What follows belongs to an exercise in optimizing a design on an open flow for small area, a short achievable clock period and few clock cycles; a production flow would make more cautious choices.
Only simulation tests tie the RTL to the original design; equivalence was not proved.

==> inputs of build 69 <==
// sloth_round_engine
module sloth_round_engine #(
    parameter W = 128
) (
    input  wire         clk,
    input  wire         rst,
    input  wire         start,
    input  wire         mode,
    input  wire [31:0]  rounds,
    input  wire [W-1:0] p,
    input  wire [W-1:0] x,
    output wire         ready,
    output reg          done,
    output wire [W-1:0] y,
    output reg          xr
);
==> flow/config.mk <==
export PLATFORM = sky130hd
export DESIGN_NAME = sloth_round_engine
export DESIGN_NICKNAME = sloth_round_engine
export VERILOG_FILES = /design/flow/design.v
export SDC_FILE = /design/flow/constraint.sdc
export NUM_CORES = 4
export LEC_CHECK = 0
export CAP_MARGIN = 40
export CORE_MARGIN = 2
export CORE_UTILIZATION = 60
export SLEW_MARGIN = 40
==> flow/constraint.sdc <==
create_clock -name core_clock -period 14.0 [get_ports {clk}]
set_input_delay 2.8000 -clock core_clock [delete_from_list [all_inputs] [get_ports {clk}]]
set_output_delay 2.8000 -clock core_clock [all_outputs]
set_load 0.01 [all_outputs]
standard.sh (not shown) runs the stock make flow with config.mk's settings and CLKGATE_MAP_FILE= SYNTH_SCRIPT=/design/flow/synth_recipe.tcl, a recipe that flattens the netlist after the stock synthesis.
==> flow/flow/run.sh <==
#!/bin/bash
# Standard layout, with the resizer asked for more setup slack than the
# period needs (same clock and constraints), without its rebuffering move.
set -euo pipefail
export SETUP_SLACK_MARGIN=9
export SETUP_MOVE_SEQUENCE="unbuffer,sizeup,swap,clone,split"
bash standard.sh > standard_flow.log 2>&1
==> inputs of build 31, as changes to build 69 <==
--- a/flow/design.v
+++ b/flow/design.v
@@ -75,17 +75,16 @@
 );
     localparam K   = 4;
     localparam NIT = (W + K - 1) / K;    
     localparam NR  = NIT * K;
     localparam S_IDLE  = 4'd0;
     localparam S_INIT  = 4'd1;    
     localparam S_INIT2 = 4'd2;    
     localparam S_ROUND = 4'd3;    
-    localparam S_R2    = 4'd4;    
     localparam S_R3    = 4'd5;    
     localparam S_DBL   = 4'd6;    
     localparam S_MM    = 4'd7;    
     localparam S_CONV  = 4'd8;    
     localparam S_XLD   = 4'd9;    
     localparam S_DMX1  = 4'd10;   
     localparam S_DMX2  = 4'd11;   
     localparam OP_SQ   = 4'd0;    
@@ -114,17 +113,17 @@
     reg [7:0]    n_r;         
     reg [6:0]    nit_r;       
     reg [6:0]    mm_cnt;      
     reg [8:0]    dbl_cnt;
     reg [7:0]    i_r;         
     reg [3:0]    op;
     reg          big_r;       
     reg          e0_r, e1_r;  
-    reg          f_mm, f_ux, f_uh, f_u2x, f_ub, f_sub;
+    reg          f_mm, f_ux, f_u2x, f_ub, f_sub;
     assign ready = rdy;
     assign y     = X;
     function [7:0] bitlen;
         input [W-1:0] v;
         integer k;
         begin
             bitlen = 8'd0;
             for (k = 0; k < W; k = k + 1)
@@ -150,20 +149,22 @@
                 t = v * k + 1;
                 if (t[K-1:0] == {K{1'b0}}) mprime = k;
             end
         end
     endfunction
     wire [6:0] nit_calc = nit_of(bl_r);
     wire [7:0] n_calc   = nit_calc * K;
     wire [W-1:0] m_th;    
+    wire [W-1:0] hi_th;   
     genvar g;
     generate
         for (g = 0; g < W; g = g + 1) begin : g_th
-            assign m_th[g] = (g < bl_r[7:1]);
+            assign m_th[g]  = (g < bl_r[7:1]);
+            assign hi_th[g] = (g >= bl_r);
         end
     endgenerate
     wire [W-3:0] pk = P[W-1:2];
     wire [7:0] i_m1 = i_r - 8'd1;
     wire e0 = ~i_r[7] & pk[i_r[6:0]];
     wire e1 = ~i_m1[7] & pk[i_m1[6:0]];
     wire i_pos = ~i_r[7];                  
     wire i_ge1 = ~i_r[7] & (i_r != 8'd0);  
@@ -178,35 +179,33 @@
         .b    (B),
         .p    (P),
         .mp   (mp_r),
         .ss_o (ss_n),
         .sc_o (sc_n),
         .sk_o (sk_n)
     );
     wire [W:0]   u   = ({(W+1){f_ux}}  & {1'b0, X})
-                     | ({(W+1){f_uh}}  & {2'b0, X[W-1:1]})
                      | ({(W+1){f_u2x}} & {X, 1'b0})
                      | ({(W+1){f_ub}}  & B);
     wire [W+1:0] np  = {(W+2){f_sub}} & ~{2'b00, P};
     wire [W+1:0] op1 = Ss | {1'b0, u};
     wire [W+1:0] op2 = Sc | np;
     wire         cin = f_sub | Sk;
     wire [W+3:0] sx  = {1'b0, op1, cin} + {1'b0, op2, cin};
     wire [W+2:0] sum = sx[W+3:1];
     wire         ge  = sum[W+2];
     wire [W-1:0] red = ge ? sum[W-1:0] : u[W-1:0];
     always @(*) begin
         nst = state;
         case (state)
         S_IDLE:  if (start) nst = S_INIT;
         S_INIT:  nst = (rc == 32'd0) ? S_IDLE : S_INIT2;
         S_INIT2: nst = S_ROUND;
-        S_ROUND: nst = S_R2;
-        S_R2:    nst = S_R3;
+        S_ROUND: nst = S_R3;
         S_R3:    nst = big_r ? S_MM : S_DBL;
         S_DBL:   if (dbl_cnt == 9'd0) nst = S_MM;
         S_MM:    if (mm_cnt == 7'd1) nst = S_CONV;
         S_CONV:  nst = (op == OP_OUT || op == OP_RED || op == OP_DSQ) ? S_XLD : S_MM;
         S_XLD:   nst = (op == OP_RED) ? S_DBL :
                        (op == OP_DSQ) ? S_DMX1 :
                        (rc == 32'd1) ? S_IDLE : S_ROUND;
         S_DMX1:  nst = S_DMX2;
@@ -249,20 +248,19 @@
     wire [W:0] b_next = ({(W+1){b_sum}} & sum[W:0])
                       | ({(W+1){b_x}}   & {1'b0, X})
                       | ({(W+1){b_t3}}  & T3)
                       | {{W{1'b0}}, b_one};
     always @(posedge clk) begin
         state <= nst;
         f_mm  <= (nst == S_MM);
         f_ux  <= (nst == S_INIT) || (nst == S_R3) || (nst == S_DMX2);
-        f_uh  <= (nst == S_R2);
         f_u2x <= (nst == S_DBL);
         f_ub  <= (nst == S_XLD);
-        f_sub <= (nst == S_INIT) || (nst == S_R2) || (nst == S_R3) ||
+        f_sub <= (nst == S_INIT) || (nst == S_R3) ||
                  (nst == S_DMX2) || (nst == S_DBL) || (nst == S_XLD);
         e0_r  <= e0;
         e1_r  <= e1;
         Ss    <= f_mm ? ss_n : {(W+2){1'b0}};
         Sc    <= f_mm ? sc_n : {(W+2){1'b0}};
         Sk    <= f_mm & sk_n;
         if (state != S_MM)
             mm_cnt <= (state == S_R3 && big_r) ? NIT[6:0] : nit_r;
@@ -305,18 +303,18 @@
                     done <= 1'b1;
                     rdy  <= 1'b1;
                 end
             end
             S_INIT2: begin
                 nit_r <= nit_calc;
                 n_r   <= n_calc;
             end
-            S_R2: begin
-                big_r <= ge;
+            S_ROUND: begin
+                big_r <= |(X & hi_th);
             end
             S_R3: begin
                 if (big_r) begin
                     op      <= OP_RED;
                     dbl_cnt <= mode_r ? NR + n_r[7:1] : NR + n_r;
                 end else begin
                     dbl_cnt <= mode_r ? {2'b0, n_r[7:1]} : {1'b0, n_r};
                 end
==> flow/config.mk (replaced) <==
export PLATFORM = sky130hd
export DESIGN_NAME = sloth_round_engine
export DESIGN_NICKNAME = sloth_round_engine
export VERILOG_FILES = /design/flow/design.v
export SDC_FILE = /design/flow/constraint.sdc
export NUM_CORES = 4
export LEC_CHECK = 0
export CAP_MARGIN = 40
export CORE_MARGIN = 2
export CORE_UTILIZATION = 55
export SLEW_MARGIN = 40
==> comparison <==
In build 69 the area after synthesis is lower than in build 31, by about 1.6%. Of build 69 and build 31, build 69 has the higher fmax (gap about 9%, measured against build 31). Between build 69 and build 31, the lower via count is in build 69 (gap 4.1%, measured against build 31). In build 31 the synthesized cell count is higher than in build 69, by about 3.4%. In build 69 the setup slack is better than in build 31, by 0.52 ns. In build 69 the final area is smaller than in build 31, by 2.0%. Of build 69 and build 31, build 69 has the higher register-to-register slack (gap 0.52 ns). Build 69 ran to the end with no violations. Build 31 finished clean.
Testbench counts of build 69, summed over its fixed seeds: cycles 60,604.
Testbench counts of build 31, summed over its fixed seeds: cycles 60,552.

[port drivers added, routing unchanged]
Ports are ideal in the flow. The routed layouts listed here were re-timed in OpenROAD.
Step 1 sets driving cells, clkbuf_16 on the clock port and buf_2 on the other inputs (assumed; they add their load-dependent delay and slew).
Step 2 adds t to the input delays and takes it off the output delays; t is the mean of the earliest and latest rising clock arrival at the registers after step 1. Input paths then give back, and output paths get back, about the clock's delay inside the block.
a / b / c = no drivers / after step 1 / after step 2; a / b = the first two.
run | shift t [ns] | slack for setup (ns) | hold slack, ns | worst setup path at the end
build 69 | 0.863 | 8.378 / 8.378 / 8.378 | 0.431 / 0.431 / 0.431 | register to register
build 31 | 0.896 | 7.857 / 7.857 / 7.857 | 0.436 / 0.436 / 0.436 | register to register
After both steps setup and hold are still met in every run listed.
